This is an optimization exercise on Yosys and OpenROAD, whose aim is a short achievable clock period, not a production implementation. At most, simulation tests tie the RTL to the original design; equivalence was not proved. No functional check of the RTL was part of runs 1 and 4. In every run shown here, the design's own scripts or RTL, not TritonCTS, make the clock network. The flow treats the clock pin as an ideal source. Dropping or thinning the clock tree relies on that and would not hold on a real chip. Power figures rest on the tool's default switching activity, not on a simulated workload.

$ cat design.v
module ts0710_crc_step (
    input  wire [7:0] crc_in,
    input  wire [7:0] data,
    output reg  [7:0] crc_out
);
    integer k;
    always @* begin
        crc_out = crc_in ^ data;
        for (k = 0; k < 8; k = k + 1) begin
            if (crc_out[0])
                crc_out = (crc_out >> 1) ^ 8'hE0;
            else
                crc_out = crc_out >> 1;
        end
    end
endmodule
module ts0710_rx #(
    parameter [15:0] ACC_CAP = 16'd32774
) (
    input  wire        clk,
    input  wire        rst,
    input  wire        compat,      
    input  wire        flush,       
    input  wire        rx_valid,
    input  wire [7:0]  rx_data,
    output reg         code_valid,
    output reg  [3:0]  code,
    output reg  [7:0]  frm_addr,
    output reg  [7:0]  frm_ctrl,
    output reg  [15:0] frm_len,
    output reg  [7:0]  frm_fcs,
    output reg         pay_valid,
    output reg  [7:0]  pay_data,
    output reg         in_frame,
    output reg  [15:0] acc_len,
    output reg         ev_ok,
    output reg         ev_bad,
    output reg         ev_csum,
    output reg         ev_ovf
);
    localparam [7:0] FLAG = 8'hF9;
    localparam [3:0] C_DROPPED      = 4'd0,
                     C_STARTED      = 4'd1,
                     C_APPENDED     = 4'd2,
                     C_COLLAPSED    = 4'd3,
                     C_FRAME_OK     = 4'd4,
                     C_FRAME_BAD    = 4'd5,
                     C_FRAME_CSUM   = 4'd6,
                     C_OVF_DROPPED  = 4'd7,
                     C_OVF_RESTART  = 4'd8;
    reg         nf;          
    reg  [15:1] accp1_hi;    
    reg         accp1_lo;    
    wire [15:0] accp1 = {accp1_hi, accp1_lo};
    reg  [2:0]  af;          
    reg         at_cap;      
    reg         is1;         
    reg         ph1;         
    reg         ph2;         
    reg         ph3;         
    reg         ph4;         
    reg         post;        
    reg  [14:0] rem;         
    reg  [3:0]  rz;          
    wire        remnz = ~(&rz);
    reg         ge;          
    reg         ex;          
    reg  [7:0]  addr_r;      
    reg  [7:0]  ctrl_r;      
    reg  [7:0]  len0_r;      
    reg  [14:0] len_r;       
    reg  [7:0]  prev1;       
    reg  [7:0]  prev2;       
    reg  [7:0]  crc_r;       
    reg         pend;        
    reg         ctrl_uih;    
    reg         ctrl_ua;     
    reg         len0_ff;     
    reg         fcs_match;   
    wire        quirk_len = post & len0_ff;
    wire        std_pay   = post & ~ge & remnz;
    wire        qrk_pay   = (rem[6:1] != 6'h3F);    
    wire        pay_here  = quirk_len ? qrk_pay : std_pay;
    wire        covered   = ~post | (std_pay & ~ctrl_uih);
    wire        live      = ~nf & ~at_cap;          
    wire        kill      = is1 | ge;               
    wire        rem_is1   = (rem[3:0] == 4'd1) & rz[1] & rz[2] & rz[3];
    wire [7:0]  crc_fold;
    ts0710_crc_step u_crc (.crc_in(crc_r), .data(prev1), .crc_out(crc_fold));
    wire [7:0]  crc_n     = ph1 ? 8'hFF : (pend ? crc_fold : crc_r);
    wire        fm_byte, fm_prev;
    ts0710_eq8 u_fm_byte (.a(~crc_n), .b(rx_data), .eq(fm_byte));
    ts0710_eq8 u_fm_prev (.a(~crc_n), .b(prev1),   .eq(fm_prev));
    wire [3:0]  cmpl_code_c0 = ~ex ? C_FRAME_BAD : (fcs_match ? C_FRAME_OK : C_FRAME_CSUM);
    wire [3:0]  cmpl_code_c1 = quirk_len ? C_FRAME_OK :
                               (~ex ? C_FRAME_BAD :
                                ((fcs_match | ctrl_ua) ? C_FRAME_OK : C_FRAME_CSUM));
    wire [3:0]  code_live_flag = is1 ? C_COLLAPSED : C_APPENDED;
    wire [15:0] accp2;       
    wire [14:0] rem_m1;      
    wire [3:0]  acy = {&af[2:0], &af[1:0], af[0], 1'b1};    
    wire [3:0]  rbw = {&rz[2:0], &rz[1:0], rz[0], 1'b1};    
    genvar gi;
    generate
        for (gi = 0; gi < 16; gi = gi + 1) begin : g_inc
            if (gi % 4 == 0) begin : g0
                assign accp2[gi] = accp1[gi] ^ acy[gi/4];
            end else begin : gn
                assign accp2[gi] = accp1[gi] ^ (acy[gi/4] & (&accp1[gi-1:gi-gi%4]));
            end
        end
        for (gi = 0; gi < 15; gi = gi + 1) begin : g_dec
            if (gi % 4 == 0) begin : g0
                assign rem_m1[gi] = rem[gi] ^ rbw[gi/4];
            end else begin : gn
                assign rem_m1[gi] = rem[gi] ^ (rbw[gi/4] & ~(|rem[gi-1:gi-gi%4]));
            end
        end
    endgenerate
    wire [2:0]  a_e = {accp1[11:8] == 4'hE, accp1[7:4] == 4'hE, accp1[3:0] == 4'hE};
    wire [3:0]  r_1 = {rem[14:12] == 3'd1, rem[11:8] == 4'd1, rem[7:4] == 4'd1, rem[3:0] == 4'd1};
    wire [14:0] rem_ld3   = {8'd0, rx_data[7:1]};
    wire [14:0] rem_ld4   = {rx_data, len0_r[7:1]};
    wire        accp1_cap = (accp1 == ACC_CAP);
    wire [15:0] accm5;
    assign accm5[0] = accp1[0];
    assign accm5[1] = ~accp1[1];
    assign accm5[2] = accp1[2] ^ accp1[1];
    assign accm5[3] = ~(accp1[3] ^ (accp1[1] & accp1[2]));
    generate
        for (gi = 4; gi < 16; gi = gi + 1) begin : g_m6
            assign accm5[gi] = ~(accp1[gi] ^ ((|accp1[gi-1:3]) | (accp1[1] & accp1[2])));
        end
    endgenerate
    wire        idle    = ~live | flush;
    wire        ovf     = at_cap & ~nf & ~flush;
    wire        cmpl_c   = ~rst & rx_valid & ~idle & ge;
    wire        adv      = post & ~ge & ~remnz;     
    wire [6:0]  flg_c1, flg_c0, flg;
    genvar cp;
    generate
        for (cp = 0; cp < 2; cp = cp + 1) begin : g_cp
            wire       c      = (cp == 1);
            wire       qrk_ok = c & quirk_len;
            wire       sum_ok = fcs_match | (c & ctrl_ua);
            wire       ok_c   = qrk_ok | (ex & sum_ok);
            wire       bad_c  = ~qrk_ok & ~ex;
            wire       csum_c = ~qrk_ok & ex & ~sum_ok;
            wire [3:0] c_n    = idle ? (ovf ? C_OVF_RESTART : C_STARTED)
                                     : (ge ? (c ? cmpl_code_c1 : cmpl_code_c0) : code_live_flag);
            wire [6:0] v      = {c_n, cmpl_c & ok_c, cmpl_c & bad_c, cmpl_c & csum_c};
            if (cp == 1) begin : g1
                assign flg_c1 = v;
            end else begin : g0
                assign flg_c0 = v;
            end
        end
    endgenerate
    ts0710_fsel #(.W(7)) u_csel (.s(compat), .a(flg_c1), .b(flg_c0), .y(flg));
    localparam NXW = 33;
    wire [NXW-1:0] nx_f1, nx_f0, nx;
    genvar fl;
    generate
        for (fl = 0; fl < 2; fl = fl + 1) begin : g_nx
            wire        f     = (fl == 1);
            wire        start = rx_valid & idle & f;
            wire [6:0]  nfl   = {idle ? (ovf ? C_OVF_DROPPED : C_DROPPED) : C_APPENDED, 3'b000};
            wire        in_n  = ~rst & (rx_valid ? (idle ? f : ~(f & ge)) : (~flush & ~nf));
            wire [15:0] al_n  = rst ? 16'd0 :
                                rx_valid ? (idle ? {15'd0, f} :
                                            ((f & kill) ? {15'd0, is1} : accp1))
                                         : (flush ? 16'd0 : acc_len);
            wire        a0_n  = rx_valid ? (idle ? 1'b0 : (is1 ? ~f : accp2[0])) : accp1[0];
            wire        is1_n = rx_valid ? (f & (idle | is1)) : is1;
            wire        ph1_n = start | (~rx_valid & ph1) | (rx_valid & ~idle & ph1 & f);
            wire        ph2_n = ~start & (rx_valid ? (ph1 & ~f) : ph2);
            wire        ph3_n = ~start & (rx_valid ? ph2 : ph3);
            wire        ph4_n = ~start & (rx_valid ? (ph3 & ~rx_data[0]) : ph4);
            wire        pst_n = ~start & (rx_valid ? (post | ph4 | (ph3 & rx_data[0])) : post);
            wire        ge_n  = ~start & (rx_valid ? (ge | adv) : ge);
            wire        ex_n  = ~start & (rx_valid ? (adv | (ex & ~ge)) : ex);
            wire [NXW-1:0] v  = {f ? flg : nfl,
                                 in_n, al_n, a0_n, is1_n,
                                 ph1_n, ph2_n, ph3_n, ph4_n, pst_n, ge_n, ex_n};
            if (fl == 1) begin : g1
                assign nx_f1 = v;
            end else begin : g0
                assign nx_f0 = v;
            end
        end
    endgenerate
    ts0710_flagsel #(.W(8)) u_fsel3 (.d(rx_data), .a(nx_f1[32:25]), .b(nx_f0[32:25]), .y(nx[32:25]));
    ts0710_flagsel #(.W(8)) u_fsel2 (.d(rx_data), .a(nx_f1[24:17]), .b(nx_f0[24:17]), .y(nx[24:17]));
    ts0710_flagsel #(.W(8)) u_fsel1 (.d(rx_data), .a(nx_f1[16:9]),  .b(nx_f0[16:9]),  .y(nx[16:9]));
    ts0710_flagsel #(.W(9)) u_fsel0 (.d(rx_data), .a(nx_f1[8:0]),   .b(nx_f0[8:0]),   .y(nx[8:0]));
    always @(posedge clk) begin
        {code, ev_ok, ev_bad, ev_csum, in_frame, acc_len} <= nx[32:9];
        nf       <= ~nx[25];
        accp1_lo <= nx[8];
        {is1, ph1, ph2, ph3, ph4, post, ge, ex} <= nx[7:0];
    end
    always @(posedge clk) begin
        if (rst) begin
            code_valid <= 1'b0;
            pay_valid  <= 1'b0;
            ev_ovf     <= 1'b0;
        end else begin
            code_valid <= rx_valid;
            pay_valid  <= rx_valid & ~flush & live & pay_here;
            ev_ovf     <= rx_valid & ovf;
        end
    end
    always @(posedge clk) begin
        pay_data <= quirk_len ? prev2 : rx_data;
        frm_len  <= (compat & quirk_len) ? accm5 : {1'b0, len_r};
        if (rx_valid) begin
            accp1_hi <= idle ? 15'd1 : accp2[15:1];
            af       <= {3{~idle & ~is1}} & ((acy[2:0] & a_e) | (~acy[2:0] & af));
            at_cap      <= ~idle & accp1_cap;
        end
        if (ph1) addr_r <= rx_data;
        if (ph2) begin
            ctrl_r   <= rx_data;
            ctrl_uih <= ((rx_data & 8'hEF) == 8'hEF);
            ctrl_ua  <= ((rx_data & 8'hEF) == 8'h63);
        end
        if (ph3) begin
            len0_r  <= rx_data;
            len0_ff <= (rx_data == 8'hFF);
        end
        frm_addr <= addr_r;
        frm_ctrl <= ctrl_r;
        if (ph3)
            len_r <= {8'd0, rx_data[7:1]};
        else if (ph4)
            len_r <= {rx_data, len0_r[7:1]};
        if (ph3) begin
            rem   <= rem_ld3;
            rz    <= {rem_ld3[14:12] == 3'd0, rem_ld3[11:8] == 4'd0,
                      rem_ld3[7:4] == 4'd0, rem_ld3[3:0] == 4'd0};
        end else if (ph4) begin
            rem   <= rem_ld4;
            rz    <= {rem_ld4[14:12] == 3'd0, rem_ld4[11:8] == 4'd0,
                      rem_ld4[7:4] == 4'd0, rem_ld4[3:0] == 4'd0};
        end else if (rx_valid & std_pay) begin
            rem   <= rem_m1;
            rz    <= (rbw & r_1) | (~rbw & rz);
        end
        if (rx_valid) begin
            prev1 <= rx_data;
            prev2 <= prev1;
        end
        frm_fcs <= prev1;
        pend <= rx_valid & covered;
        crc_r     <= crc_n;
        fcs_match <= rx_valid ? fm_byte : fm_prev;
    end
endmodule
module ts0710_fsel #(
    parameter W = 1
) (
    input  wire         s,
    input  wire [W-1:0] a,
    input  wire [W-1:0] b,
    output wire [W-1:0] y
);
    assign y = s ? a : b;
endmodule
module ts0710_flagsel #(
    parameter W = 1
) (
    input  wire [7:0]   d,
    input  wire [W-1:0] a,
    input  wire [W-1:0] b,
    output wire [W-1:0] y
);
    assign y = (d == 8'hF9) ? a : b;
endmodule
module ts0710_eq8 (
    input  wire [7:0] a,
    input  wire [7:0] b,
    output wire       eq
);
    assign eq = (a == b);
endmodule
module ts0710_tx (
    input  wire        clk,
    input  wire        rst,
    input  wire        tx_start,
    input  wire [7:0]  tx_addr,
    input  wire [7:0]  tx_ctrl,
    input  wire [15:0] tx_len,
    output reg         tx_ready,    
    input  wire        tx_pl_valid,
    input  wire [7:0]  tx_pl_data,
    output reg         tx_pl_ready,  
    output reg         tx_valid,
    output reg  [7:0]  tx_data,
    output reg         len_err      
);
    localparam [7:0] FLAG = 8'hF9;
    reg        st_addr, st_ctrl, st_len0, st_len1, st_fcs, st_close;
    reg [7:0]  addr_r;
    reg [7:0]  ctrl_r;
    reg [14:0] len_r;
    reg [14:0] rem;         
    reg [3:0]  rz;          
    reg [7:0]  crc_r;       
    reg        idle_n;
    reg        pay_n;
    reg [7:0]  txb_n;
    wire       idle = ~idle_n;
    wire       pay  = ~pay_n;
    wire [7:0] txb  = ~txb_n;
    reg        pend;        
    wire       ctrl_uih  = ((ctrl_r & 8'hEF) == 8'hEF);
    wire       short_len = (len_r[14:7] == 8'd0);
    wire       zero_len  = short_len & (len_r[6:0] == 7'd0);
    wire [7:0] len_b0    = {len_r[6:0], short_len};
    wire [7:0] len_b1    = len_r[14:7];
    reg        last;        
    wire [14:0] rem_m1;
    wire [3:0]  rbw = {&rz[2:0], &rz[1:0], rz[0], 1'b1};
    wire [3:0]  r_1 = {rem[14:12] == 3'd1, rem[11:8] == 4'd1, rem[7:4] == 4'd1, rem[3:0] == 4'd1};
    genvar gi;
    generate
        for (gi = 0; gi < 15; gi = gi + 1) begin : g_dec
            if (gi % 4 == 0) begin : g0
                assign rem_m1[gi] = rem[gi] ^ rbw[gi/4];
            end else begin : gn
                assign rem_m1[gi] = rem[gi] ^ (rbw[gi/4] & ~(|rem[gi-1:gi-gi%4]));
            end
        end
    endgenerate
    wire [7:0] crc_fold;
    ts0710_crc_step u_crc (.crc_in(crc_r), .data(txb), .crc_out(crc_fold));
    wire [7:0] crc_cur = pend ? crc_fold : crc_r;
    wire       go   = tx_start & idle & ~tx_len[15];
    wire       take = pay & tx_pl_valid;
    wire       ready_n = (idle & ~go) | st_close;
    wire       pl_n    = (st_len0 & short_len & ~zero_len) | st_len1 |
                         (pay & ~(tx_pl_valid & last));
    wire [7:0] data_n  = ({8{st_addr}} & addr_r)     |
                         ({8{st_ctrl}} & ctrl_r)     |
                         ({8{st_len0}} & len_b0)     |
                         ({8{st_len1}} & len_b1)     |
                         ({8{pay}}     & tx_pl_data) |
                         ({8{st_fcs}}  & ~crc_cur)   |
                         ({8{idle | st_close}} & FLAG);
    always @(posedge clk) begin
        if (rst) begin
            tx_ready    <= 1'b1;
            idle_n      <= 1'b0;
            tx_pl_ready <= 1'b0;
            pay_n       <= 1'b1;
            st_addr     <= 1'b0;
            st_ctrl     <= 1'b0;
            st_len0     <= 1'b0;
            st_len1     <= 1'b0;
            st_fcs      <= 1'b0;
            st_close    <= 1'b0;
            tx_valid    <= 1'b0;
            len_err     <= 1'b0;
        end else begin
            len_err     <= tx_start & idle & tx_len[15];
            tx_ready    <= ready_n;
            idle_n      <= ~ready_n;
            st_addr     <= go;
            st_ctrl     <= st_addr;
            st_len0     <= st_ctrl;
            st_len1     <= st_len0 & ~short_len;
            tx_pl_ready <= pl_n;
            pay_n       <= ~pl_n;
            st_fcs      <= (st_len0 & zero_len) | (take & last);
            st_close    <= st_fcs;
            tx_valid    <= go | st_addr | st_ctrl | st_len0 | st_len1 |
                           take | st_fcs | st_close;
        end
    end
    always @(posedge clk) begin
        last <= take ? (rem == 15'd2) : (rem == 15'd1);
        if (idle) begin
            addr_r <= tx_addr | 8'h01;
            ctrl_r <= tx_ctrl;
            len_r  <= tx_len[14:0];
            rem    <= tx_len[14:0];
            rz     <= {tx_len[14:12] == 3'd0, tx_len[11:8] == 4'd0,
                       tx_len[7:4] == 4'd0, tx_len[3:0] == 4'd0};
        end else if (take) begin
            rem <= rem_m1;
            rz  <= (rbw & r_1) | (~rbw & rz);
        end
        if (idle)
            crc_r <= 8'hFF;
        else if (pend)
            crc_r <= crc_fold;
        pend <= st_addr | st_ctrl | st_len0 | st_len1 | (take & ~ctrl_uih);
        tx_data <= data_n;
        txb_n   <= ~data_n;
    end
endmodule
module ts0710_codec (
    input  wire        clk,
    input  wire        rst,           
    input  wire        compat,        
    input  wire        stat_clr,      
    input  wire        rx_valid,
    input  wire [7:0]  rx_data,
    input  wire        rx_flush,      
    output wire        rx_code_valid,
    output wire [3:0]  rx_code,
    output wire [7:0]  frm_addr,
    output wire [7:0]  frm_ctrl,
    output wire [15:0] frm_len,
    output wire [7:0]  frm_fcs,
    output wire        pay_valid,
    output wire [7:0]  pay_data,
    output wire        in_frame,
    output wire [15:0] acc_len,
    input  wire        tx_start,
    input  wire [7:0]  tx_addr,
    input  wire [7:0]  tx_ctrl,
    input  wire [15:0] tx_len,
    output wire        tx_ready,
    input  wire        tx_pl_valid,
    input  wire [7:0]  tx_pl_data,
    output wire        tx_pl_ready,
    output wire        tx_valid,
    output wire [7:0]  tx_data,
    output reg  [31:0] cnt_ok,
    output reg  [31:0] cnt_framing,
    output reg  [31:0] cnt_checksum,
    output reg  [31:0] cnt_overflow,
    output reg  [3:0]  err_flags      
);
    wire tx_len_err;
    wire ev_ok, ev_bad, ev_csum, ev_ovf;
    ts0710_rx u_rx (
        .clk        (clk),
        .rst        (rst),
        .compat     (compat),
        .flush      (rx_flush),
        .rx_valid   (rx_valid),
        .rx_data    (rx_data),
        .code_valid (rx_code_valid),
        .code       (rx_code),
        .frm_addr   (frm_addr),
        .frm_ctrl   (frm_ctrl),
        .frm_len    (frm_len),
        .frm_fcs    (frm_fcs),
        .pay_valid  (pay_valid),
        .pay_data   (pay_data),
        .in_frame   (in_frame),
        .acc_len    (acc_len),
        .ev_ok      (ev_ok),
        .ev_bad     (ev_bad),
        .ev_csum    (ev_csum),
        .ev_ovf     (ev_ovf)
    );
    ts0710_tx u_tx (
        .clk         (clk),
        .rst         (rst),
        .tx_start    (tx_start),
        .tx_addr     (tx_addr),
        .tx_ctrl     (tx_ctrl),
        .tx_len      (tx_len),
        .tx_ready    (tx_ready),
        .tx_pl_valid (tx_pl_valid),
        .tx_pl_data  (tx_pl_data),
        .tx_pl_ready (tx_pl_ready),
        .tx_valid    (tx_valid),
        .tx_data     (tx_data),
        .len_err     (tx_len_err)
    );
    reg clr_d;
    always @(posedge clk) begin
        if (rst) clr_d <= 1'b0;
        else     clr_d <= stat_clr;
    end
    wire [31:0] ok_next, bad_next, csum_next, ovf_next;
    ts0710_counter u_cnt_ok   (.clk(clk), .rst(rst), .clr(clr_d), .ev(ev_ok),   .cnt_next(ok_next));
    ts0710_counter u_cnt_bad  (.clk(clk), .rst(rst), .clr(clr_d), .ev(ev_bad),  .cnt_next(bad_next));
    ts0710_counter u_cnt_csum (.clk(clk), .rst(rst), .clr(clr_d), .ev(ev_csum), .cnt_next(csum_next));
    ts0710_counter u_cnt_ovf  (.clk(clk), .rst(rst), .clr(clr_d), .ev(ev_ovf),  .cnt_next(ovf_next));
    wire [3:0] err_base = clr_d ? 4'd0 : err_flags;
    always @(posedge clk) begin
        if (rst) begin
            cnt_ok       <= 32'd0;
            cnt_framing  <= 32'd0;
            cnt_checksum <= 32'd0;
            cnt_overflow <= 32'd0;
            err_flags    <= 4'd0;
        end else begin
            cnt_ok       <= ok_next;
            cnt_framing  <= bad_next;
            cnt_checksum <= csum_next;
            cnt_overflow <= ovf_next;
            err_flags    <= err_base | {tx_len_err, ev_ovf, ev_csum, ev_bad};
        end
    end
endmodule
module ts0710_counter (
    input  wire        clk,
    input  wire        rst,
    input  wire        clr,
    input  wire        ev,
    output wire [31:0] cnt_next
);
    reg  [31:0] ncnt;       
    reg  [6:0]  ones;       
    wire [31:0] base = ~ncnt;
    wire [31:0] sum;
    wire [7:0]  inc;        
    wire [6:0]  nib_e;      
    assign cnt_next = clr ? {31'd0, ev} : sum;
    genvar k, i;
    generate
        for (k = 0; k < 8; k = k + 1) begin : g_nib
            if (k == 0) begin : g0
                assign inc[0] = ev;
            end else begin : gn
                assign inc[k] = ev & (&ones[k-1:0]);
            end
            for (i = 0; i < 4; i = i + 1) begin : g_bit
                if (i == 0) begin : b0
                    assign sum[4*k] = base[4*k] ^ inc[k];
                end else begin : bn
                    assign sum[4*k+i] = base[4*k+i] ^ (inc[k] & (&base[4*k+i-1:4*k]));
                end
            end
            if (k < 7) begin : g_e
                assign nib_e[k] = (base[4*k+3:4*k] == 4'hE);
            end
        end
    endgenerate
    wire [6:0] ones_next = {7{~clr}} & ((inc[6:0] & nib_e) | (~inc[6:0] & ones));
    always @(posedge clk) begin
        if (rst) begin
            ones <= 7'd0;
            ncnt <= 32'hFFFFFFFF;
        end else begin
            ones <= ones_next;
            ncnt <= ~cnt_next;
        end
    end
endmodule
$ cat flow/run.sh
#!/bin/bash
# Layout flow: the standard ORFS flow, with the clock tree built by
# flow/cts_tree.tcl (a balanced two-stage buffer tree) in place of TritonCTS.
set -euo pipefail
here=$(pwd)
export PRE_CTS_TCL="$here/flow/cts_tree.tcl"
bash standard.sh > "$here/standard_flow.log" 2>&1
$ cat flow/cts_tree.tcl
# Sourced by ORFS's cts.tcl before clock_tree_synthesis (PRE_CTS_TCL).
# Replaces TritonCTS with a balanced two-stage clock tree: the clock port
# feeds a few root buffers, one per group of sinks, and each root buffer
# feeds leaf buffers that each drive a tight cluster of flip-flops. Every
# flip-flop sees the same number of buffer stages.

set ::ct_buf   sky130_fd_sc_hd__clkbuf_16
set ::ct_roots 4
set ::ct_leaf_size 24

proc ct_kmeans { pts k iters } {
  # pts: list of {x y item}; returns a list of k lists of points
  set n [llength $pts]
  if { $k >= $n } {
    set out {}
    foreach p $pts { lappend out [list $p] }
    return $out
  }
  # seed centres with points spread along the sorted x+y order
  set sorted [lsort -real -index 0 [lmap p $pts { list [expr {[lindex $p 0] + [lindex $p 1]}] $p }]]
  set cs {}
  for { set i 0 } { $i < $k } { incr i } {
    set p [lindex [lindex $sorted [expr {int(($i + 0.5) * $n / $k)}]] 1]
    lappend cs [list [lindex $p 0] [lindex $p 1]]
  }
  # cap on cluster size so no leaf is overloaded
  set cap [expr {int(ceil(double($n) / $k * 1.15))}]
  for { set it 0 } { $it < $iters } { incr it } {
    # assign points, nearest centre first, respecting the cap
    set pairs {}
    set pi 0
    foreach p $pts {
      set ci 0
      foreach c $cs {
        set d [expr {abs([lindex $p 0] - [lindex $c 0]) + abs([lindex $p 1] - [lindex $c 1])}]
        lappend pairs [list $d $pi $ci]
        incr ci
      }
      incr pi
    }
    set pairs [lsort -real -index 0 $pairs]
    set assigned [lrepeat $n -1]
    set counts [lrepeat $k 0]
    foreach pr $pairs {
      lassign $pr d pi ci
      if { [lindex $assigned $pi] >= 0 } { continue }
      if { [lindex $counts $ci] >= $cap } { continue }
      lset assigned $pi $ci
      lset counts $ci [expr {[lindex $counts $ci] + 1}]
    }
    set groups [lrepeat $k {}]
    set pi 0
    foreach p $pts {
      set ci [lindex $assigned $pi]
      lset groups $ci [concat [lindex $groups $ci] [list $p]]
      incr pi
    }
    set ncs {}
    set ci 0
    foreach g $groups {
      if { [llength $g] == 0 } {
        lappend ncs [lindex $cs $ci]
      } else {
        set sx 0.0; set sy 0.0
        foreach p $g { set sx [expr {$sx + [lindex $p 0]}]; set sy [expr {$sy + [lindex $p 1]}] }
        lappend ncs [list [expr {$sx / [llength $g]}] [expr {$sy / [llength $g]}]]
      }
      incr ci
    }
    set cs $ncs
  }
  set out {}
  foreach g $groups { if { [llength $g] > 0 } { lappend out $g } }
  return $out
}

proc ct_centre { g } {
  set sx 0.0; set sy 0.0
  foreach p $g { set sx [expr {$sx + [lindex $p 0]}]; set sy [expr {$sy + [lindex $p 1]}] }
  return [list [expr {int($sx / [llength $g])}] [expr {int($sy / [llength $g])}]]
}

proc ct_place_buf { block master name xy } {
  set inst [odb::dbInst_create $block $master $name]
  # keep the buffer inside the core
  set core [$block getCoreArea]
  set x [expr {max([$core xMin], min([lindex $xy 0], [$core xMax] - [$master getWidth]))}]
  set y [expr {max([$core yMin], min([lindex $xy 1], [$core yMax] - [$master getHeight]))}]
  $inst setLocation $x $y
  $inst setPlacementStatus PLACED
  return $inst
}

proc ct_build {} {
  set db [ord::get_db]
  set block [ord::get_db_block]
  set master [$db findMaster $::ct_buf]
  set clk_port [$block findBTerm clk]
  set clk_net [$clk_port getNet]

  # sinks: every instance pin on the clock net
  set pts {}
  foreach it [$clk_net getITerms] {
    set inst [$it getInst]
    set loc [$inst getLocation]
    lappend pts [list [lindex $loc 0] [lindex $loc 1] $it]
  }
  set nsinks [llength $pts]
  puts "ct: $nsinks sinks"

  set groups [ct_kmeans $pts $::ct_roots 30]
  set ri 0
  foreach g $groups {
    set nleaf [expr {int(ceil(double([llength $g]) / $::ct_leaf_size))}]
    set leaves [ct_kmeans $g $nleaf 30]
    set root [ct_place_buf $block $master "ctroot_$ri" [ct_centre $g]]
    set rnet [odb::dbNet_create $block "ct_rootnet_$ri"]
    $rnet setSigType CLOCK
    [$root findITerm X] connect $rnet
    [$root findITerm A] connect $clk_net
    set li 0
    foreach lg $leaves {
      set leaf [ct_place_buf $block $master "ctleaf_${ri}_$li" [ct_centre $lg]]
      set lnet [odb::dbNet_create $block "ct_leafnet_${ri}_$li"]
      $lnet setSigType CLOCK
      [$leaf findITerm A] connect $rnet
      [$leaf findITerm X] connect $lnet
      foreach p $lg {
        set it [lindex $p 2]
        $it disconnect
        $it connect $lnet
      }
      puts "ct: root $ri leaf $li drives [llength $lg] sinks"
      incr li
    }
    incr ri
  }
  $clk_net setSigType CLOCK
}

if { [info commands ct_orig_cts] eq "" } {
  rename clock_tree_synthesis ct_orig_cts
}
proc clock_tree_synthesis { args } {
  puts "ct: custom two-stage clock tree instead of clock_tree_synthesis $args"
  ct_build
}
$ cat standard.sh
#!/bin/bash
# synth_recipe.tcl (not shown) runs the flow's synth.tcl, then flattens the netlist and writes it again
# the make line also repeats each setting of config.mk as NAME=value (left out here)
make -C /OpenROAD-flow-scripts/flow DESIGN_CONFIG=/design/flow/config.mk WORK_HOME=/design/flow/orfs CLKGATE_MAP_FILE= SYNTH_SCRIPT=/design/flow/synth_recipe.tcl "${@:-finish}"
$ cat config.mk
export PLATFORM = sky130hd
export DESIGN_NAME = ts0710_codec
export DESIGN_NICKNAME = ts0710_codec
export VERILOG_FILES = /design/flow/design.v
export SDC_FILE = /design/flow/constraint.sdc
export NUM_CORES = 4
export LEC_CHECK = 0
export ABC_CLOCK_PERIOD_IN_PS = 1000
export CAP_MARGIN = 20
export CORE_MARGIN = 2
export CORE_UTILIZATION = 40
export SETUP_SLACK_MARGIN = 3.6
export SLEW_MARGIN = 20
export SYNTH_HIERARCHICAL = 1
export SYNTH_MINIMUM_KEEP_SIZE = 0
export TNS_END_PERCENT = 100
$ cat constraint.sdc
create_clock -name core_clock -period 5.5 [get_ports {clk}]
set_input_delay 1.1000 -clock core_clock [delete_from_list [all_inputs] [get_ports {clk}]]
set_output_delay 1.1000 -clock core_clock [all_outputs]
set_load 0.01 [all_outputs]
==> results.toml, run 1 <==
[status]
status = "timing/DRC/antenna clean"

[final_layout]
syn_to_final_growth_pct = 30.5
regArea_sq_um = 12800
drive_above_1_share_pct = 32.9
post-route-util_pct = 53.0
multi_input_area_sq_um = 11200
final_nets = 2726
fill_cells = 5155

[sta]
setup_viol = 0
skew_ns = 0.0524
max_slew_margin_pct = 40.6
drv_slew = 0
layout_worst_path_cycle_share_pct = 38.7
hold_ws_ns = 0.341
fin_crit_ns = 2.13
rsz0062_at_grt = "true"
final_hold_viol_count = 0
tns_ns = 0
worst_pin_slew_ns = 0.890
fmax_mhz = 469

[worst_setup_path]
cp_common_cell = "xnor2_2"
r2r-start = "u_rx.prev1[3]$_DFFE_PP_"
crit_slowest_cell = "edfxtp_1"
worstPathRequired_ns = 5.73
endpoint_kind = "flip-flop"
worstPathCellList = "xnor2_2 -> buf_4 -> xnor2_2 -> xnor2_1 -> a211o_1 -> inv_2 -> xnor2_2 -> nand4_1 -> nor2_1 -> mux2_4"
crit_type = "flip-flop to flip-flop"
startpoint_type = "flip-flop"
timing.rr.end = "u_rx.fcs_match$_DFF_P_"
r2r_slack_ns = 3.37
critPathMaxFanout = 2
arrival_ns = 2.36
cpPeakStageDelay_ns = 0.46
cp-startpoint = "u_rx.prev1[3]$_DFFE_PP_"
reg2reg_depth = 10

[pwr]
p_leak_uw = 0.0124
power_frac_comb_pct = 16.8
powerDensity_nw_per_um2 = 269
seqPwrFrac_pct = 56.6
switching_share_pct = 25.6
max-vdd-ir-drop_v = 0.000316
p_switching_uw = 2110
clock_power_share_pct = 26.7
internal_power_uw = 6130

[place]
port_buffers = 268
place_hpwl_um = 37900
gp_congestion = 0.834

[grt]
grt_pass1_wl_um = 94100
grt_usage_pct = 19.2
grt_max_degree = 106
antenna_found_initial = 3
overflow = 0
grt_pass1_vias = 17300

[floorplanning]
start_util_pct = 40.6
io_pins = 270
rows = 88
dieWidth_um = 246
dieHeight_um = 246
core_sq_um = 57800
die_area_sq_um = 60600

[logic_synthesis]
yosys.area_share.adder_pct = 2.72
synthMuxAreaShare_pct = 4.33
syn_inst = 2225
synth_cell_types = 75
synth_top_family_by_area = "simple AND/OR/NAND/NOR gates"
synth-xor-area-share_pct = 5.21
avgSynthCellArea_sq_um = 10.5
synth_edf_count = 125
synth.cell_area_sq_um = 23500
ys.warnings.count = 11
synth-simple-area-share_pct = 23.2
synth-compound-area-share_pct = 7.25
async_reset_ff_share_pct = 0
ys.flop_type = "dfxtp_1"
ys_seq_area_share_pct = 53.5
synth_seq_cells = 565

[worst_hold_path]
hold_start = "u_rx.ctrl_r[6]$_DFFE_PP_"
hold_depth = 0
holdCritPathClass = "flip-flop to flip-flop"
min_to = "u_rx.frm_ctrl[6]$_DFF_P_"

[clock_network]
clk-insertion-delay-late_ns = 0.38
clk_pin_slew_ns = 0.10

[route]
route.detailed.drc = 0
wirelength_um = 61400
firstDrtPassIters = 5
antenna_left = 0
first_iter_violations = 839
vias = 17500
routedWlPerCell_um = 18.1
viasPerCell = 5.17

[run]
maxCapViolations = 0
==> final cells by class <==
| cell class | count | area share, % |
|---|---|---|
| Buffer | 29 | 2.37 |
| Multi-Input combinational cell | 1473 | 36.6 |
| Timing Repair Buffer | 452 | 15.0 |
| Sequential cell | 565 | 41.7 |
| Tap cell | 765 | 3.13 |
| Antenna cell | 3 | 0.0245 |
| Inverter | 98 | 1.21 |
==> worst max-delay path: cells and delay by family, from the launching register on <==
kind	cells	cell delay (ns)
AO/OA/AOI/OAI	1	0.30
XOR/XNOR	4	0.54
buffers and inverters	2	0.28
flip-flops	1	0.46
multiplexers	1	0.26
AND/OR/NAND/NOR	2	0.16
==> modules after synthesis (local to each module, per instance), a selection <==
| module | cells inside | times used |
|---|---|---|
| ts0710_eq8 | 11 | 2 |
| ts0710_tx | 289 | 1 |
| ts0710_crc_step | 22 | 2 |
| ts0710_rx | 641 | 1 |
| ts0710_codec | 288 | 1 |
| ts0710_counter | 222 | 4 |
==> timing repair <==
| item | in CTS | in global routing |
|---|---|---|
| cloned | 21 | 2 |
| hold buffers | 0 | 0 |
| pin swaps | 94 | 44 |
| buffers inserted | 107 | 55 |
| setup endpoints to repair | 764 | 351 |
| resized for setup | 556 | 1002 |
==> per-stage QoR <==
step                power (uW)  cells  area (sq um)  worst slack [ns]
finish                    8240   3385         30600              3.37
global route              8600   3385         30600              3.27
global placement          5780   3168         27000              2.09
detailed placement        5810   3168         27000              2.05
CTS                       7690   3325         29600              3.09
floorplan                 5480   2228         23900              3.18
==> layout by cell type (no fill, tap or decap), types with 12 or more instances in the layout <==
cell type / instances
buf_6: 187
mux2i_1: 29
o31a_1: 24
and2_1: 15
clkdlybuf4s50_1: 16
mux2_2: 22
ha_1: 50
o41a_1: 16
a22oi_2: 14
nor2_1: 153
nand2_1: 129
buf_4: 103
or2_4: 17
buf_2: 81
nand2b_1: 55
a21oi_1: 43
edfxtp_1: 125
dfxtp_2: 138
xnor2_2: 12
mux2_4: 38
or3_1: 67
a21oi_2: 18
nor2b_1: 184
clkbuf_16: 29
dfxtp_1: 296
buf_12: 19
nor2_4: 12
a211o_1: 13
xnor2_1: 56
inv_1: 90
o21ai_0: 39
nand3_1: 21
xor2_1: 62
dlygate4sd2_1: 16
nor3_1: 66
nand4_1: 41
nor4b_1: 25
nor4_1: 21
==> sequential cells by signal (all words and copies together) (netlist names), 16 cells and up, named ones only <==
name	flops
cnt_checksum	32
cnt_framing	32
cnt_ok	32
cnt_overflow	32
u_cnt_bad.ncnt	32
u_cnt_csum.ncnt	32
u_cnt_ok.ncnt	32
u_cnt_ovf.ncnt	32
u_rx.acc_len	16
u_rx.frm_len	16
==> routing by layer <==
layer  wire length, um  GRT usage, %  part of all wire (%)  vias up
li1                  -             -                     -     8523
met1             28200          26.6                    46     8548
met2             28700          31.6                    47      362
met3              2650          2.18                   4.3       84
met4              1830          5.31                   3.0        0
met5                 0             0                     0        -
==> worst max path at each step <==
stage	end	slack, ns	depth (start not counted)
6_report	u_rx.fcs_match$_DFF_P_	3.37	10
5_1_grt	u_rx.fcs_match$_DFF_P_	3.27	10
4_1_cts	u_rx.ev_bad$_DFF_P_	3.09	8
3_5_place_dp	u_rx.acc_len[12]$_DFF_P_	2.05	6
3_3_place_gp	u_rx.acc_len[12]$_DFF_P_	2.09	6
2_1_floorplan	u_rx.ph1$_DFF_P_	3.18	5
==> Yosys cell counts, drive strengths merged, types with 28 or more instances <==
cell / count / area share [%]
nor4: 35 / 1.2
clkbuf: 61 / 0.98
xor2: 67 / 2.5
nand2b: 60 / 1.6
inv: 98 / 1.6
nand2: 138 / 2.2
nor2: 176 / 3.1
dfxtp: 440 / 38
xnor2: 69 / 2.7
or3: 70 / 1.9
edfxtp: 125 / 16
mux2i: 29 / 1.2
o21ai: 56 / 1.2
ha: 51 / 2.7
nor2b: 189 / 5.0
mux2: 62 / 3.1
nand4: 41 / 1.1
nand3: 28 / 0.70
buf: 45 / 1.2
nor3: 69 / 1.5
a21oi: 61 / 1.3
nor4b: 28 / 1.1
==> power by group through the flow <==
stage	sequential, uW	clock (uW)	combinational, uW
floorplan	4670	0	809
global placement	4730	0	1050
detailed placement	4730	0	1080
CTS	4740	1680	1270
global route	4680	2410	1500
finish	4660	2200	1380
==> kinds of logic (layout without fill, tap and decap cells) <==
group                      Yosys count  count (layout)
and+or+nand+nor                    933             947
muxes                               91              91
buffers and inverters              204             579
other                                1               7
xor gates and xnor gates           136             136
adders and majority gates           51              51
AOI/OAI and AO/OA                  244             244
DFF                                565             565
==> inputs of run 2 (changes only) <==
--- a/design.v
+++ b/design.v
@@ -77,5 +77,6 @@
     reg         ctrl_ua;     
     reg         len0_ff;     
-    reg         fcs_match;   
+    reg  [7:0]  fmx;         
+    wire        fcs_match = &fmx;
     wire        quirk_len = post & len0_ff;
     wire        std_pay   = post & ~ge & remnz;
@@ -89,7 +90,7 @@
     ts0710_crc_step u_crc (.crc_in(crc_r), .data(prev1), .crc_out(crc_fold));
     wire [7:0]  crc_n     = ph1 ? 8'hFF : (pend ? crc_fold : crc_r);
-    wire        fm_byte, fm_prev;
-    ts0710_eq8 u_fm_byte (.a(~crc_n), .b(rx_data), .eq(fm_byte));
-    ts0710_eq8 u_fm_prev (.a(~crc_n), .b(prev1),   .eq(fm_prev));
+    wire [7:0]  fm_byte, fm_prev;
+    ts0710_xeq8 u_fm_byte (.a(~crc_n), .b(rx_data), .eq(fm_byte));
+    ts0710_xeq8 u_fm_prev (.a(~crc_n), .b(prev1),   .eq(fm_prev));
     wire [3:0]  cmpl_code_c0 = ~ex ? C_FRAME_BAD : (fcs_match ? C_FRAME_OK : C_FRAME_CSUM);
     wire [3:0]  cmpl_code_c1 = quirk_len ? C_FRAME_OK :
@@ -135,5 +136,6 @@
     wire        idle    = ~live | flush;
     wire        ovf     = at_cap & ~nf & ~flush;
-    wire        cmpl_c   = ~rst & rx_valid & ~idle & ge;
+    wire        cmpl_c   = live & ge;                   
+    wire        ev_gate  = ~rst & rx_valid & ~flush;    
     wire        adv      = post & ~ge & ~remnz;     
     wire [6:0]  flg_c1, flg_c0, flg;
@@ -195,5 +197,8 @@
     ts0710_flagsel #(.W(9)) u_fsel0 (.d(rx_data), .a(nx_f1[8:0]),   .b(nx_f0[8:0]),   .y(nx[8:0]));
     always @(posedge clk) begin
-        {code, ev_ok, ev_bad, ev_csum, in_frame, acc_len} <= nx[32:9];
+        {code, in_frame, acc_len} <= {nx[32:29], nx[25:9]};
+        ev_ok    <= nx[28] & ev_gate;
+        ev_bad   <= nx[27] & ev_gate;
+        ev_csum  <= nx[26] & ev_gate;
         nf       <= ~nx[25];
         accp1_lo <= nx[8];
@@ -254,5 +259,5 @@
         pend <= rx_valid & covered;
         crc_r     <= crc_n;
-        fcs_match <= rx_valid ? fm_byte : fm_prev;
+        fmx       <= rx_valid ? fm_byte : fm_prev;
     end
 endmodule
@@ -277,10 +282,10 @@
     assign y = (d == 8'hF9) ? a : b;
 endmodule
-module ts0710_eq8 (
+module ts0710_xeq8 (
     input  wire [7:0] a,
     input  wire [7:0] b,
-    output wire       eq
+    output wire [7:0] eq
 );
-    assign eq = (a == b);
+    assign eq = ~(a ^ b);
 endmodule
 module ts0710_tx (
==> run 2 against run 1 <==
  * Synthesized cell count is 1.2% higher
  * Cell count rose by 0.41%
  * Core utilization hardly changed
  * Critical path depth fell by 5
  * Largest cell class unchanged
==> results.toml, run 2 <==
[status]
status = "timing/DRC/antenna clean"

[final_layout]
fill_cells = 5108
layout_commonest_cell = "dfxtp_1"
most-common-layout-cells = "290 x dfxtp_1, 193 x buf_6, 183 x nor2b_1, 156 x nor2_1, 148 x dfxtp_2"
drive_above_1_share_pct = 33.5
final_nets = 2735
num_antenna_cells = 0
syn_to_final_growth_pct = 31.2

[floorplanning]
start_util_pct = 40.3
die_area_sq_um = 61300
rows = 89
core_sq_um = 58800
io_pins = 270
dieHeight_um = 247
dieWidth_um = 247

[logic_synthesis]
synth_edf_count = 125
synth_seq_cells = 572
syn_inst = 2252
synth_cell_types = 78
synthTopCellsByCount = "447 x dfxtp_1, 190 x nor2b_1, 172 x nor2_1, 142 x nand2_1, 125 x edfxtp_1"
synthTopCellsByArea = "dfxtp_1 38%, edfxtp_1 16%, nor2b_1 5.0%, nor2_1 2.7%, ha_1 2.7%"
yosys.area.top_type_share_pct = 37.7
async_reset_ff_share_pct = 0
ys.warnings.count = 11
yosys.area.top_type = "dfxtp_1"
ys_seq_area_share_pct = 53.6
synth_most_common_cell = "dfxtp_1"
avgSynthCellArea_sq_um = 10.5
synth.cell_area_sq_um = 23700
ys.flop_type = "dfxtp_1"

[pwr]
internal_power_uw = 6290
p_leak_uw = 0.0126
power_frac_comb_pct = 17.8
seqPwrFrac_pct = 56.1
powerDensity_nw_per_um2 = 273
max-vdd-ir-drop_v = 0.000232
clock_power_share_pct = 26.1
p_total_uw = 8480
p_switching_uw = 2190
switching_share_pct = 25.8

[sta]
fin_crit_ns = 2.03
final_hold_viol_count = 0
worst_pin_slew_ns = 0.814
setup_viol = 0
skew_ns = 0.0416
fmax_mhz = 492
rsz0062_at_grt = "true"
layout_worst_path_cycle_share_pct = 36.9
drv_slew = 0
max_slew_margin_pct = 45.8
tns_ns = 0

[place]
gp_congestion = 0.836
place_hpwl_um = 39000
port_buffers = 268

[grt]
met2_usage_pct = 33.9
met3_usage_pct = 2.00
grt_max_degree = 161
antenna_found_initial = 0
grt_usage_pct = 19.5
grt_pass1_wl_um = 96200
grtUsageMet1_pct = 25.7
grt.busiest_layer = "met2"
grt_pass1_vias = 17400
overflow = 0

[route]
viasPerCell = 5.22
firstDrtPassIters = 5
wirelength_um = 62700
first_iter_violations = 1168
route.detailed.drc = 0
antenna_left = 0
vias = 17700
routedWlPerCell_um = 18.4

[worst_setup_path]
critPathMaxFanout = 5
arrival_ns = 2.27
crit_type = "input port to flip-flop"
worstPathRequired_ns = 5.74
startpoint_type = "input port"
endpoint_kind = "flip-flop"

[clock_network]
clk-insertion-delay-late_ns = 0.37
clk_pin_slew_ns = 0.09

[run]
maxCapViolations = 0

[worst_hold_path]
holdCritPathClass = "flip-flop to flip-flop"
-- run 2: changes by cell type in the layout (fill, tap and decap cells not counted), sizes merged, moves of 5 or more --
| cell | previous run | this run |
|---|---|---|
| nand3 | 30 | 25 |
| a211oi | 10 | 4 |
| clkdlybuf4s15 | 3 | 8 |
| mux2 | 62 | 71 |
| nor3 | 69 | 78 |
| buf | 411 | 397 |
| a211o | 13 | 8 |
| nor4 | 35 | 40 |
| dfxtp | 440 | 447 |
-- run 2: power groups by stage --
| stage | registers, uW | clock network (uW) | logic (uW) |
|---|---|---|---|
| after floorplan | 4750 | 0 | 845 |
| after global routing | 4780 | 2420 | 1630 |
| final | 4760 | 2220 | 1510 |
| after detailed placement | 4820 | 0 | 1130 |
| after global placement | 4810 | 0 | 1100 |
| after CTS | 4830 | 1690 | 1350 |
-- run 2: per-module statistics from Yosys (local to each module, per instance), excerpt --
module | cell area (sq um) | copies in the design | flops+latches
ts0710_rx | 7560 | 1 | 197
ts0710_crc_step | 208 | 2 | 0
ts0710_counter | 1940 | 4 | 39
ts0710_codec | 3620 | 1 | 133
ts0710_tx | 3470 | 1 | 86
ts0710_xeq8 | 70.1 | 2 | 0
-- run 2: area by class of cell --
cell class | count | area (sq um) | area share [%]
Buffer | 29 | 726 | 2.33
Sequential cell | 572 | 12900 | 41.5
Timing Repair Buffer | 441 | 4800 | 15.4
Inverter | 99 | 372 | 1.19
Tap cell | 773 | 967 | 3.11
Multi-Input combinational cell | 1485 | 11300 | 36.4
-- run 2: timing repair --
item | CTS | global route
hold buffers | 0 | 0
gates resized for setup | 613 | 1019
cloned | 29 | 0
pin swaps | 84 | 45
setup buffers | 94 | 48
setup endpoints to repair | 727 | 316
-- run 2: worst paths after layout --
path | slack, ns | to | depth (start not counted) | startpoint
worst max register to register | 3.53 | u_rx.fmx[4]$_DFF_P_ | 7 | u_rx.prev1[5]$_DFFE_PP_
worst min-delay path | 0.35 | u_rx.frm_ctrl[6]$_DFF_P_ | 0 | u_rx.ctrl_r[6]$_DFFE_PP_
worst min register to register | 0.35 | u_rx.frm_ctrl[6]$_DFF_P_ | 0 | u_rx.ctrl_r[6]$_DFFE_PP_
worst max-delay path | 3.47 | u_rx.is1$_DFF_P_ | 5 | rx_flush
-- run 2: per-stage QoR --
stage / instances / setup slack (ns) / cell area, sq um / utilization [%] / hold WS (ns)
2_1_floorplan: 2255 / 3.07 / 24100 / - / 0.323
3_3_place_gp: 3199 / 2.00 / 27200 / 46.3 / 0.328
3_5_place_dp: 3199 / 1.90 / 27200 / 46.3 / 0.327
4_1_cts: 3351 / 3.11 / 30200 / 51.4 / 0.327
5_1_grt: 3399 / 3.46 / 31100 / 52.9 / 0.358
6_report: 3399 / 3.47 / 31100 / 52.9 / 0.349
-- run 2: logic make-up after synthesis --
| group | synth area share [%] |
|---|---|
| buffers and inverters | 3.67 |
| other | 0.0158 |
| adders and majority gates | 2.69 |
| and+or+nand+nor | 23.4 |
| DFF | 53.6 |
| AOI/OAI and AO/OA | 6.80 |
| xor gates and xnor gates | 5.19 |
| muxes | 4.71 |
-- run 2: layer usage --
layer / up-vias / routed length [um]
met5: - / 0
met4: 0 / 1770
met3: 91 / 2870
met2: 407 / 30400
met1: 8674 / 27600
li1: 8561 / -
-- run 2: critical path: stages --
cell,delay [ns]
buf_12,0.11
or3_4,0.41
and2_4,0.17
or2_4,0.22
mux2_4,0.25
==> inputs of run 3 (changes only) <==
--- a/flow/cts_tree.tcl
+++ b/flow/cts_tree.tcl
@@ -7,5 +7,5 @@
 set ::ct_buf   sky130_fd_sc_hd__clkbuf_16
 set ::ct_roots 4
-set ::ct_leaf_size 24
+set ::ct_leaf_size 16
 
 proc ct_kmeans { pts k iters } {
==> run 3 against run 2 <==
  * Still clean on timing, DRC and antenna
  * Wire length shrank 0.57%
  * Clock power rose by 19%
  * Sequential power barely moved
  * Synthesized cell count unchanged
  * Sequential share of layout area down 0.29 points
  * Worst hold slack lost 0.011 ns
  * Core utilization rose by 0.37 points
  * Via count increased by 0.69%
  * Flip-flop and latch count unchanged
  * First-iteration DRC count down 17%
  * Critical path type unchanged
  * Critical endpoint unchanged
==> results.toml, run 3 <==
[place]
port_buffers = 268
gp_congestion = 0.836
placed_cell_area_sq_um = 27200
place_hpwl_um = 39000

[floorplanning]
rows = 89
die_area_sq_um = 61300
dieHeight_um = 247
dieWidth_um = 247
core_sq_um = 58800
start_util_pct = 40.3
io_pins = 270

[final_layout]
num_antenna_cells = 0
final_cell_area_sq_um = 31300
most-common-layout-cells = "289 x dfxtp_1, 188 x buf_6, 185 x nor2b_1, 157 x nor2_1, 150 x dfxtp_2"
final_nets = 2744
drive_above_1_share_pct = 33.7
syn_to_final_growth_pct = 32.1
layout_commonest_cell = "dfxtp_1"
fill_cells = 5127
multi_input_area_sq_um = 11300
regArea_sq_um = 12900

[status]
status = "timing/DRC/antenna clean"

[sta]
skew_ns = 0.0489
max_slew_margin_pct = 45.5
rsz0062_at_grt = "true"
tns_ns = 0
setup_viol = 0
fin_crit_ns = 2.02
drv_slew = 0
layout_worst_path_cycle_share_pct = 36.7
fmax_mhz = 495
final_hold_viol_count = 0
worst_pin_slew_ns = 0.818

[logic_synthesis]
syn_inst = 2252
ys_seq_area_share_pct = 53.6
ys.flop_type = "dfxtp_1"
synth_edf_count = 125
synth.cell_area_sq_um = 23700
synthTopCellsByCount = "447 x dfxtp_1, 190 x nor2b_1, 172 x nor2_1, 142 x nand2_1, 125 x edfxtp_1"
yosys.area.top_type_share_pct = 37.7
ys.warnings.count = 11
yosys.area.top_type = "dfxtp_1"
synth_seq_cells = 572
synth_cell_types = 78
synth_most_common_cell = "dfxtp_1"
avgSynthCellArea_sq_um = 10.5
async_reset_ff_share_pct = 0
synthTopCellsByArea = "dfxtp_1 38%, edfxtp_1 16%, nor2b_1 5.0%, nor2_1 2.7%, ha_1 2.7%"

[worst_setup_path]
crit_type = "input port to flip-flop"
arrival_ns = 2.26
cp-startpoint = "rx_flush"
reg2reg_depth = 7
timing.rr.end = "u_rx.fmx[1]$_DFF_P_"
r2r_slack_ns = 3.52
endpoint_kind = "flip-flop"
crit_end = "u_rx.is1$_DFF_P_"
critPathMaxFanout = 4
worstPathRequired_ns = 5.75
r2r-start = "u_rx.prev1[3]$_DFFE_PP_"
startpoint_type = "input port"

[pwr]
max-vdd-ir-drop_v = 0.000249
p_total_uw = 8920
p_leak_uw = 0.0127
powerDensity_nw_per_um2 = 285

[route]
route.detailed.drc = 0
firstDrtPassIters = 5
routedWlPerCell_um = 18.3
vias = 17900
first_iter_violations = 972
antenna_left = 0
wirelength_um = 62300
viasPerCell = 5.24

[grt]
grt_pass1_wl_um = 96400
antenna_found_initial = 0
grt_usage_pct = 19.4
grt_max_degree = 161
grt_pass1_vias = 17600
overflow = 0

[clock_network]
cts_hold_buf = 0
clk_pin_slew_ns = 0.07
clk-insertion-delay-late_ns = 0.40

[run]
maxCapViolations = 0

[worst_hold_path]
holdCritPathClass = "flip-flop to flip-flop"
## run 3: cell counts after synthesis
No cell type changed its count.
## run 3: worst min path at each step
| stage | startpoint | end | slack [ns] | cells past startpoint |
|---|---|---|---|---|
| 5_1_grt | u_rx.addr_r[0]$_DFFE_PP_ | u_rx.frm_addr[0]$_DFF_P_ | 0.34 | 0 |
| 4_1_cts | u_rx.addr_r[3]$_DFFE_PP_ | u_rx.frm_addr[3]$_DFF_P_ | 0.33 | 0 |
| 6_report | u_rx.ctrl_r[1]$_DFFE_PP_ | u_rx.frm_ctrl[1]$_DFF_P_ | 0.34 | 0 |
| 3_5_place_dp | u_rx.addr_r[3]$_DFFE_PP_ | u_rx.frm_addr[3]$_DFF_P_ | 0.33 | 0 |
| 3_3_place_gp | u_rx.addr_r[7]$_DFFE_PP_ | u_rx.frm_addr[7]$_DFF_P_ | 0.33 | 0 |
| 2_1_floorplan | u_rx.addr_r[0]$_DFFE_PP_ | u_rx.frm_addr[0]$_DFF_P_ | 0.32 | 0 |
## run 3: cell families (layout without fill, tap and decap cells)
family	after synthesis	after routing	share of synthesized area, %
buffers and inverters	209	578	3.67
other	1	4	0.0158
xor gates and xnor gates	137	137	5.19
and+or+nand+nor	949	960	23.4
AOI/OAI and AO/OA	233	233	6.80
muxes	100	100	4.71
adders and majority gates	51	51	2.69
DFF	572	572	53.6
## run 3: repair_timing
item                                    CTS  global route
endpoints found under the setup margin  727           318
gates cloned                             26             1
resized for setup                       587          1021
buffers inserted                         98            43
pin swaps                                83            47
## run 3: layout make-up
class,instances,share of cell area [%]
multi-input combinational,1485,36.1
buffer,41,3.27
inverter,99,1.19
timing repair buffer,438,15.2
tap,773,3.09
sequential,572,41.2
## run 3: critical path: stages
cell,delay [ns]
buf_12,0.11
or3_4,0.40
and2_4,0.17
or2_4,0.22
mux2_4,0.26
## run 3: Yosys stat by module, one instance, submodules excluded, excerpt
module           area [sq um]  cells inside
ts0710_codec             3620           288
ts0710_counter           1940           222
ts0710_crc_step           208            22
ts0710_rx                7560           674
ts0710_tx                3470           289
ts0710_xeq8              70.1             8
## run 3: per-stage QoR
| step | utilization, % | hold WS [ns] | instances | worst slack, ns |
|---|---|---|---|---|
| 2_1_floorplan | - | 0.323 | 2255 | 3.07 |
| 3_3_place_gp | 46.3 | 0.328 | 3199 | 2.00 |
| 3_5_place_dp | 46.3 | 0.327 | 3199 | 1.90 |
| 4_1_cts | 51.8 | 0.327 | 3364 | 3.12 |
| 5_1_grt | 53.3 | 0.345 | 3408 | 3.45 |
| 6_report | 53.3 | 0.338 | 3408 | 3.48 |
## run 3: power by group
group	internal (uW)	leakage, uW	switching (uW)
combinational	811	0.00729	702
sequential	4540	0.00492	216
clock	1320	0.000505	1330
total	6670	0.0127	2250
## run 3: metal layers
| metal | global-route usage, % | part of all wire, % | vias to the layer above |
|---|---|---|---|
| met5 | 0 | 0 | - |
| met4 | 3.96 | 2.2 | 0 |
| met3 | 2.28 | 4.9 | 82 |
| met2 | 34.1 | 49 | 404 |
| met1 | 25.5 | 44 | 8786 |
| li1 | - | - | 8583 |
==> inputs of run 4 (changes only) <==
--- a/design.v
+++ b/design.v
@@ -50,4 +50,5 @@
                      C_OVF_RESTART  = 4'd8;
     reg         nf;          
+    reg  [15:0] nacc;        
     reg  [15:1] accp1_hi;    
     reg         accp1_lo;    
@@ -172,5 +173,5 @@
                                 rx_valid ? (idle ? {15'd0, f} :
                                             ((f & kill) ? {15'd0, is1} : accp1))
-                                         : (flush ? 16'd0 : acc_len);
+                                         : (flush ? 16'd0 : ~nacc);
             wire        a0_n  = rx_valid ? (idle ? 1'b0 : (is1 ? ~f : accp2[0])) : accp1[0];
             wire        is1_n = rx_valid ? (f & (idle | is1)) : is1;
@@ -198,4 +199,5 @@
     always @(posedge clk) begin
         {code, in_frame, acc_len} <= {nx[32:29], nx[25:9]};
+        nacc     <= ~nx[24:9];
         ev_ok    <= nx[28] & ev_gate;
         ev_bad   <= nx[27] & ev_gate;
@@ -488,5 +490,7 @@
     ts0710_counter u_cnt_csum (.clk(clk), .rst(rst), .clr(clr_d), .ev(ev_csum), .cnt_next(csum_next));
     ts0710_counter u_cnt_ovf  (.clk(clk), .rst(rst), .clr(clr_d), .ev(ev_ovf),  .cnt_next(ovf_next));
-    wire [3:0] err_base = clr_d ? 4'd0 : err_flags;
+    reg  [3:0] nerr;
+    wire [3:0] err_base = clr_d ? 4'd0 : ~nerr;
+    wire [3:0] err_next = err_base | {tx_len_err, ev_ovf, ev_csum, ev_bad};
     always @(posedge clk) begin
         if (rst) begin
@@ -496,4 +500,5 @@
             cnt_overflow <= 32'd0;
             err_flags    <= 4'd0;
+            nerr         <= 4'hF;
         end else begin
             cnt_ok       <= ok_next;
@@ -501,5 +506,6 @@
             cnt_checksum <= csum_next;
             cnt_overflow <= ovf_next;
-            err_flags    <= err_base | {tx_len_err, ev_ovf, ev_csum, ev_bad};
+            err_flags    <= err_next;
+            nerr         <= ~err_next;
         end
     end
==> run 4 against run 3 <==
  * Synthesized area grew 2.1%
  * Via count up 0.66%
  * Design area increased by 0.30%
  * Clock skew grew 0.0064 ns
  * Setup slack better by 0.031 ns
  * Critical endpoint is now u_rx.ph1$_DFF_P_
  * Maximum frequency up 1.6%
  * Die area grew 2.1%
  * First-iteration DRC count is 20% lower
  * Worst hold slack gained 0.0029 ns
  * Power increased by 1.4%
  * Flip-flop and latch count grew 20
  * Core utilization fell by 1.0 points
==> results.toml, run 4 <==
[logic_synthesis]
synthTopCellsByArea = "dfxtp_1 39%, edfxtp_1 16%, nor2b_1 4.9%, nor2_1 2.8%, ha_1 2.6%"
synth_edf_count = 125
async_reset_ff_share_pct = 0
yosys.area.top_type = "dfxtp_1"
yosys.area.top_type_share_pct = 38.6
synthTopCellsByCount = "467 x dfxtp_1, 189 x nor2b_1, 181 x nor2_1, 148 x nand2_1, 125 x edfxtp_1"
ys.warnings.count = 11
synth.cell_area_sq_um = 24200
synth_cell_types = 80
syn_inst = 2306
ys.flop_type = "dfxtp_1"
synth_most_common_cell = "dfxtp_1"
avgSynthCellArea_sq_um = 10.5
ys_seq_area_share_pct = 54.1
synth_seq_cells = 592

[grt]
grt_pass1_vias = 17900
overflow = 0
grt_max_degree = 48
antenna_found_initial = 0
grt_pass1_wl_um = 98700
grt_usage_pct = 19.4

[final_layout]
layout_commonest_cell = "dfxtp_1"
final_cell_area_sq_um = 31400
drive_above_1_share_pct = 31.4
fill_cells = 5353
instances_no_fill = 3444
num_antenna_cells = 0
syn_to_final_growth_pct = 29.8
most-common-layout-cells = "316 x dfxtp_1, 186 x nor2b_1, 177 x buf_6, 153 x nor2_1, 144 x dfxtp_2"
multi_input_area_sq_um = 11300
final_nets = 2771
regArea_sq_um = 13300

[worst_setup_path]
startpoint_type = "input port"
arrival_ns = 2.24
crit_type = "input port to flip-flop"
endpoint_kind = "flip-flop"
worstPathRequired_ns = 5.76
critPathMaxFanout = 5

[sta]
skew_ns = 0.0553
tns_ns = 0
fin_crit_ns = 1.99
final_hold_viol_count = 0
max_slew_margin_pct = 45.9
drv_slew = 0
hold_ws_ns = 0.341
rsz0062_at_grt = "true"
fmax_mhz = 503
setup_viol = 0
layout_worst_path_cycle_share_pct = 36.1
worst_pin_slew_ns = 0.811

[clock_network]
clk-insertion-delay-late_ns = 0.40
clk_pin_slew_ns = 0.07
cts_hold_buf = 0

[place]
port_buffers = 268
placed_cell_area_sq_um = 27800
place_hpwl_um = 39300
gp_congestion = 0.830
place_inst = 3261

[route]
viasPerCell = 5.22
route.detailed.drc = 0
firstDrtPassIters = 5
routedWlPerCell_um = 18.4
vias = 18000
antenna_left = 0
wirelength_um = 63500
first_iter_violations = 774

[run]
maxCapViolations = 0

[pwr]
switching_share_pct = 25.1
seqPwrFrac_pct = 54.2
p_leak_uw = 0.0127
p_switching_uw = 2270
clock_power_share_pct = 30.2
power_frac_comb_pct = 15.6
max-vdd-ir-drop_v = 0.000210
powerDensity_nw_per_um2 = 288
internal_power_uw = 6780

[floorplanning]
die_area_sq_um = 62500
io_pins = 270
start_util_pct = 40.3
rows = 90
core_sq_um = 60100
dieWidth_um = 250
dieHeight_um = 250

[worst_hold_path]
holdCritPathClass = "flip-flop to flip-flop"

[status]
status = "timing/DRC/antenna clean"
==> run 4: per-stage QoR <==
| step | power [uW] | utilization [%] | worst slack [ns] |
|---|---|---|---|
| after floorplan | 5730 | - | 3.10 |
| after global placement | 6040 | 46.2 | 1.89 |
| after detailed placement | 6060 | 46.2 | 1.87 |
| after CTS | 8460 | 51.1 | 3.15 |
| after global routing | 9440 | 52.3 | 3.47 |
| final | 9040 | 52.3 | 3.51 |
==> run 4: layout make-up <==
cell class | count | area share, %
Buffer | 42 | 3.34
Inverter | 115 | 1.39
Multi-Input combinational cell | 1503 | 35.8
Sequential cell | 592 | 42.3
Tap cell | 782 | 3.11
Timing Repair Buffer | 409 | 14.0
Timing Repair inverter | 1 | 0.0239
==> run 4: timing repair <==
| item | in CTS | in global routing |
|---|---|---|
| pin swaps | 78 | 32 |
| resized for setup | 545 | 1014 |
| cloned | 29 | 0 |
| setup endpoints to repair | 764 | 339 |
| buffers inserted | 86 | 26 |
==> run 4: cell families (layout without fill, tap and decap cells) <==
group	after synthesis	after routing	share of synthesized area (%)
buffers and inverters	226	567	3.81
multiplexers	96	96	4.42
AO/OA/AOI/OAI	244	244	6.87
other	1	4	0.0155
adder cells (fa/ha/maj)	51	51	2.64
XOR/XNOR	140	140	5.19
flip-flops	592	592	54.1
AND/OR/NAND/NOR	956	968	22.9
==> run 4: worst max-delay path, cell delays in order <==
cell    delay [ns]
buf_12        0.11
or3_4         0.40
and2_4        0.17
or2_4         0.21
mux2_4        0.25
==> run 4: power by group through the flow <==
| stage | Combinational, uW | Clock, uW | Sequential, uW |
|---|---|---|---|
| after global routing | 1540 | 2970 | 4930 |
| after floorplan | 825 | 0 | 4900 |
| after CTS | 1290 | 2180 | 4980 |
| after global placement | 1080 | 0 | 4960 |
| after detailed placement | 1100 | 0 | 4970 |
| final | 1410 | 2730 | 4910 |
==> run 4: worst paths after layout <==
path                                          startpoint                       end  slack (ns)  cells after the start
worst max register to register   u_rx.prev1[1]$_DFFE_PP_       u_rx.fmx[0]$_DFF_P_        3.59                      8
worst min-delay path            u_rx.addr_r[0]$_DFFE_PP_  u_rx.frm_addr[0]$_DFF_P_        0.34                      0
worst max-delay path                            rx_flush          u_rx.ph1$_DFF_P_        3.51                      5
worst min register to register  u_rx.addr_r[0]$_DFFE_PP_  u_rx.frm_addr[0]$_DFF_P_        0.34                      0
==> run 4: modules after synthesis (local to each module, per instance), a selection <==
module           cells  flip-flops and latches
ts0710_rx          723                     213
ts0710_codec       293                     137
ts0710_tx          289                      86
ts0710_counter     222                      39
ts0710_crc_step     22                       0
ts0710_xeq8          8                       0
==> run 4: metal layers <==
| layer | part of all wire [%] | GRT usage [%] | up-vias | routed length [um] |
|---|---|---|---|---|
| li1 | - | - | 8654 | - |
| met3 | 5.1 | 2.37 | 104 | 3220 |
| met2 | 50 | 34.5 | 422 | 31500 |
| met4 | 2.7 | 4.82 | 0 | 1730 |
| met1 | 43 | 24.9 | 8792 | 27100 |
| met5 | 0 | 0 | - | 0 |

## what the ideal ports hide
Ports are ideal in the flow. The routed layouts listed here were re-timed in OpenROAD. Step 1, drivers: a clkbuf_16 drives clk and a buf_2 each remaining input, both assumed. Step 2 moves the port delays by t, midway between the first and last clock arrival at a register: inputs arrive t later, outputs are due t later. That takes back most of the time a late clock gives input paths. a / b / c = ideal ports / drivers / drivers and shift; a / b = the first two.
| run | shift t [ns] | setup WS [ns] | hold WS [ns] | clock arrival spread, ns |
|---|---|---|---|---|
| run 1 | 0.483 | 3.369 / 3.369 / 2.893 | 0.341 / 0.341 / 0.341 | 0.053 / 0.053 |
| run 2 | 0.480 | 3.469 / 3.389 / 3.062 | 0.349 / 0.349 / 0.349 | 0.047 / 0.048 |
| run 3 | 0.497 | 3.482 / 3.359 / 3.016 | 0.338 / 0.338 / 0.338 | 0.057 / 0.057 |
| run 4 | 0.505 | 3.513 / 3.392 / 3.005 | 0.341 / 0.341 / 0.341 | 0.058 / 0.058 |
After both steps setup and hold are still met in every run listed. The setup slack of run 4, which loses most, moves by -0.121 ns with the drivers and by -0.508 ns with both steps.
